From an optimization exercise on the open Yosys and OpenROAD flow, aimed at small area, a short achievable clock period and few clock cycles per item; shortcuts taken in it are not production practice.

## v6
==> flow/design.v (excerpt) <==
module spn_core (
  input  wire         clk,
  input  wire         rst,
  input  wire         start,
  input  wire [1:0]   op,
  input  wire [1:0]   klen,
  input  wire [255:0] key,
  input  wire [127:0] din,
  output reg          busy,
  output reg          done,
  output reg          err,
  output wire [127:0] dout
);
==> flow/config.mk <==
export PLATFORM = sky130hd
export DESIGN_NAME = spn_core
export DESIGN_NICKNAME = spn_core
export VERILOG_FILES = /design/flow/design.v
export SDC_FILE = /design/flow/constraint.sdc
export NUM_CORES = 8
export LEC_CHECK = 0
export ABC_AREA = 1
export CAP_MARGIN = 20
export CELL_PAD_IN_SITES_DETAIL_PLACEMENT = 1
export CELL_PAD_IN_SITES_GLOBAL_PLACEMENT = 2
export CORE_MARGIN = 2
export CORE_UTILIZATION = 30
export SLEW_MARGIN = 20
==> flow/constraint.sdc <==
create_clock -name core_clock -period 13.0 [get_ports {clk}]
set_input_delay 2.6000 -clock core_clock [delete_from_list [all_inputs] [get_ports {clk}]]
set_output_delay 2.6000 -clock core_clock [all_outputs]
set_load 0.01 [all_outputs]
standard.sh (not shown) runs the stock make flow with config.mk's settings and CLKGATE_MAP_FILE= SYNTH_SCRIPT=/design/flow/synth_recipe.tcl, a recipe that flattens the netlist after the stock synthesis.
==> flow/flow/run.sh <==
#!/bin/bash
# Layout: the standard synthesis unchanged, then ORFS's standard layout steps
# with a larger setup margin for repair_timing (same SDC, same clock period) and
# plain buffers (buf_2) as the port buffers. Each tool run's full output goes to
# a log file in this folder.
set -uo pipefail
bash standard.sh synth > synth.log 2>&1 || exit 1
bash standard.sh SETUP_SLACK_MARGIN=8 "BUFFER_PORTS_ARGS=-buffer_cell sky130_fd_sc_hd__buf_2" finish > layout.log 2>&1 || exit 1
What v7 does differently from v6 at the input level:
--- a/flow/design.v
+++ b/flow/design.v
@@ -749,17 +749,16 @@
   localparam M_WALK = 3'd5;    
   localparam M_ENC  = 3'd6;
   localparam M_DEC  = 3'd7;
   localparam [127:0] C63 = {16{8'h63}};
   reg  [2:0]   mode;
   reg          key_valid;
   reg          wend;         
   reg  [1:0]   nkc;          
-  reg          nk4, nk6, nk8;    
   reg  [3:0]   pq;           
   reg          last;         
   reg          sel_dec;      
   reg          save;         
   reg  [127:0] yr;           
   reg  [127:0] kout;         
   reg  [255:0] win;
   reg  [255:0] rsv;
@@ -914,41 +913,33 @@
   genvar g;
   generate
     for (g = 0; g < 4; g = g + 1) begin : g_ksbox
       spn_ginv u_inv (.x(ksin[31 - 8*g -: 8]), .y(ksub_i[31 - 8*g -: 8]));
     end
   endgenerate
   wire [31:0] ksub = ksub_i ^ 32'h63636363;
   wire [31:0] kt   = rot ? ({ksub[23:0], ksub[31:24]} ^ {krc, 24'h000000}) : ksub;
-  wire [31:0] x01 = w0 ^ w1, x23 = w2 ^ w3, x45 = w4 ^ w5, x67 = w6 ^ w7;
-  wire [31:0] x12 = w1 ^ w2, x34 = w3 ^ w4, x56 = w5 ^ w6;
-  function [31:0] pick;
-    input [31:0] v4, v6, v8;
-    begin
-      pick = ({32{nk4}} & v4) | ({32{nk6}} & v6) | ({32{nk8}} & v8);
-    end
-  endfunction
-  wire [31:0] b0  = pick(w4,  w2,  w0);
-  wire [31:0] b2  = pick(w6,  w4,  w2);
-  wire [31:0] b01 = pick(x45, x23, x01);
-  wire [31:0] b23 = pick(x67, x45, x23);
-  wire [31:0] c0  = pick(w0,  w2,  w4);
-  wire [31:0] c10 = pick(x01, x23, x45);
-  wire [31:0] c21 = pick(x12, x34, x56);
-  wire [31:0] c32 = pick(x23, x45, x67);
+  reg [31:0] b0, b1, b2, b3, c0, c1, c2, c3;
+  always @(*) begin
+    case (nkc)
+      2'd0:    begin {b0, b1, b2, b3} = {w4, w5, w6, w7}; {c0, c1, c2, c3} = {w0, w1, w2, w3}; end
+      2'd1:    begin {b0, b1, b2, b3} = {w2, w3, w4, w5}; {c0, c1, c2, c3} = {w2, w3, w4, w5}; end
+      default: begin {b0, b1, b2, b3} = {w0, w1, w2, w3}; {c0, c1, c2, c3} = {w4, w5, w6, w7}; end
+    endcase
+  end
   wire [31:0] fx = sub0 ? 32'd0 : w7;       
   wire [31:0] p0 = b0 ^ fx;
-  wire [31:0] p1 = b01 ^ fx;
-  wire [31:0] p2 = sub2 ? b2 : (b01 ^ (b2 ^ fx));
-  wire [31:0] p3 = sub2 ? b23 : (b01 ^ (b23 ^ fx));
-  wire [31:0] q0 = sub0 ? c0 : (w2 ^ w1);   
-  wire [31:0] q1 = c10;
-  wire [31:0] q2 = sub2 ? w4 : c21;         
-  wire [31:0] q3 = c32;
+  wire [31:0] p1 = p0 ^ b1;
+  wire [31:0] p2 = sub2 ? b2 : (p1 ^ b2);
+  wire [31:0] p3 = p2 ^ b3;
+  wire [31:0] q0 = c0 ^ (sub0 ? 32'd0 : w1);
+  wire [31:0] q1 = c1 ^ c0;
+  wire [31:0] q2 = c2 ^ (sub2 ? 32'd0 : c1);
+  wire [31:0] q3 = c3 ^ c2;
   wire [127:0] kpq   = kfwd ? {p0, p1, p2, p3} : {q0, q1, q2, q3};
   wire [3:0]   kmask = kfwd ? {sub0, sub0, sub0 | sub2, sub0 | sub2} : {sub0, 1'b0, sub2, 1'b0};
   wire [127:0] nw    = kpq ^ ({{32{kmask[3]}}, {32{kmask[2]}}, {32{kmask[1]}}, {32{kmask[0]}}} &
                              {kt, kt, kt, kt});
   wire [255:0] win_fwd = {win[127:0], nw};
   wire [255:0] win_bwd = {nw, win[255:128]};
   wire [127:0] rk_e = win[127:0];
   wire [127:0] rk_d = win[255:128];
@@ -984,17 +975,17 @@
   always @(*) begin
     mode_n = mode;
     pq_n   = pq;
     nkc_n  = nkc;
     fin    = 1'b0;
     case (mode)
       M_IDLE: begin
         if (go_ks) begin
-          mode_n = M_KS2;
+          mode_n = klen[1] ? M_KS4 : M_KS2;
           nkc_n  = klen;
           pq_n   = 4'd2;
         end else if (go_enc) begin
           mode_n = M_ENC;
           pq_n   = 4'd2;
         end else if (go_dec) begin
           mode_n = M_DEC;
           pq_n   = nr1;
@@ -1057,22 +1048,19 @@
   end
   always @(posedge clk) begin
     if (save)
       rsv <= win;
   end
   always @(posedge clk) begin
     pq   <= pq_n;
     nkc  <= nkc_n;
-    nk4  <= (nkc_n == 2'd0);
-    nk6  <= (nkc_n == 2'd1);
-    nk8  <= nkc_n[1];
     last <= last_n;
     sel_dec <= (mode_n == M_DEC);
-    save <= (go_enc && !wend) || (go_dec && wend) || (mode == M_KS3);
+    save <= (go_enc && !wend) || (go_dec && wend) || (go_ks && klen[1]) || (mode == M_KS3);
     kfwd <= kfwd_n;
     {sub0, sub2, rot, krc, ksel} <= pat_n;
   end
   always @(posedge clk) begin
     if (rst) begin
       mode      <= M_IDLE;
       busy      <= 1'b0;
       done      <= 1'b0;
==> results.txt <==
v6 has higher count of different cell masters after synthesis than v7.
Sequential cell count delta (v6 -> v7): insignificant
Looking at highest clock rate across v7 and v6, the one that comes out higher is v6.
Side by side, die area turned out lower in v7 than in v6.
Detailed route, v7 vs v6: via total lower for v7
Overall fraction of global-route tracks in use | v7 below v6
v7: synthesized-area fraction occupied by xor and xnor cells higher than v6
X dimension of the die: v7 vs v6 — no meaningful difference
[diff] worst setup slack, v7 relative to v6: regression
Clock distribution area overhead in the final layout of v7 is on par with v6.
Critical path depth in cells (lower): v7
No run of this note included a check of the RTL's function; only the layout flow was run.

==> re-timing with driven ports <==
No port has a modelled driver above. Below, the same layouts with a new extraction and two added sets of constraints. Step 1, drivers: a clkbuf_16 drives clk and a buf_2 each remaining input, both assumed. Step 2 times the ports against the registers' clock, not the clock port: input delays grow and output delays shrink by t, the midpoint of the rising clock arrivals with the driver on. Slacks: ideal / step 1 / step 2; pairs: ideal / step 1.
run	t, ns	setup WS [ns]	worst setup path after step 2
v6	1.069	7.836 / 7.604 / 6.535	input to register
v7	1.051	7.697 / 7.535 / 6.484	input to register
After both steps setup and hold are still met in every run listed. For v6, which loses most, drivers alone change the setup slack by -0.232 ns; drivers and shift together by -1.301 ns.
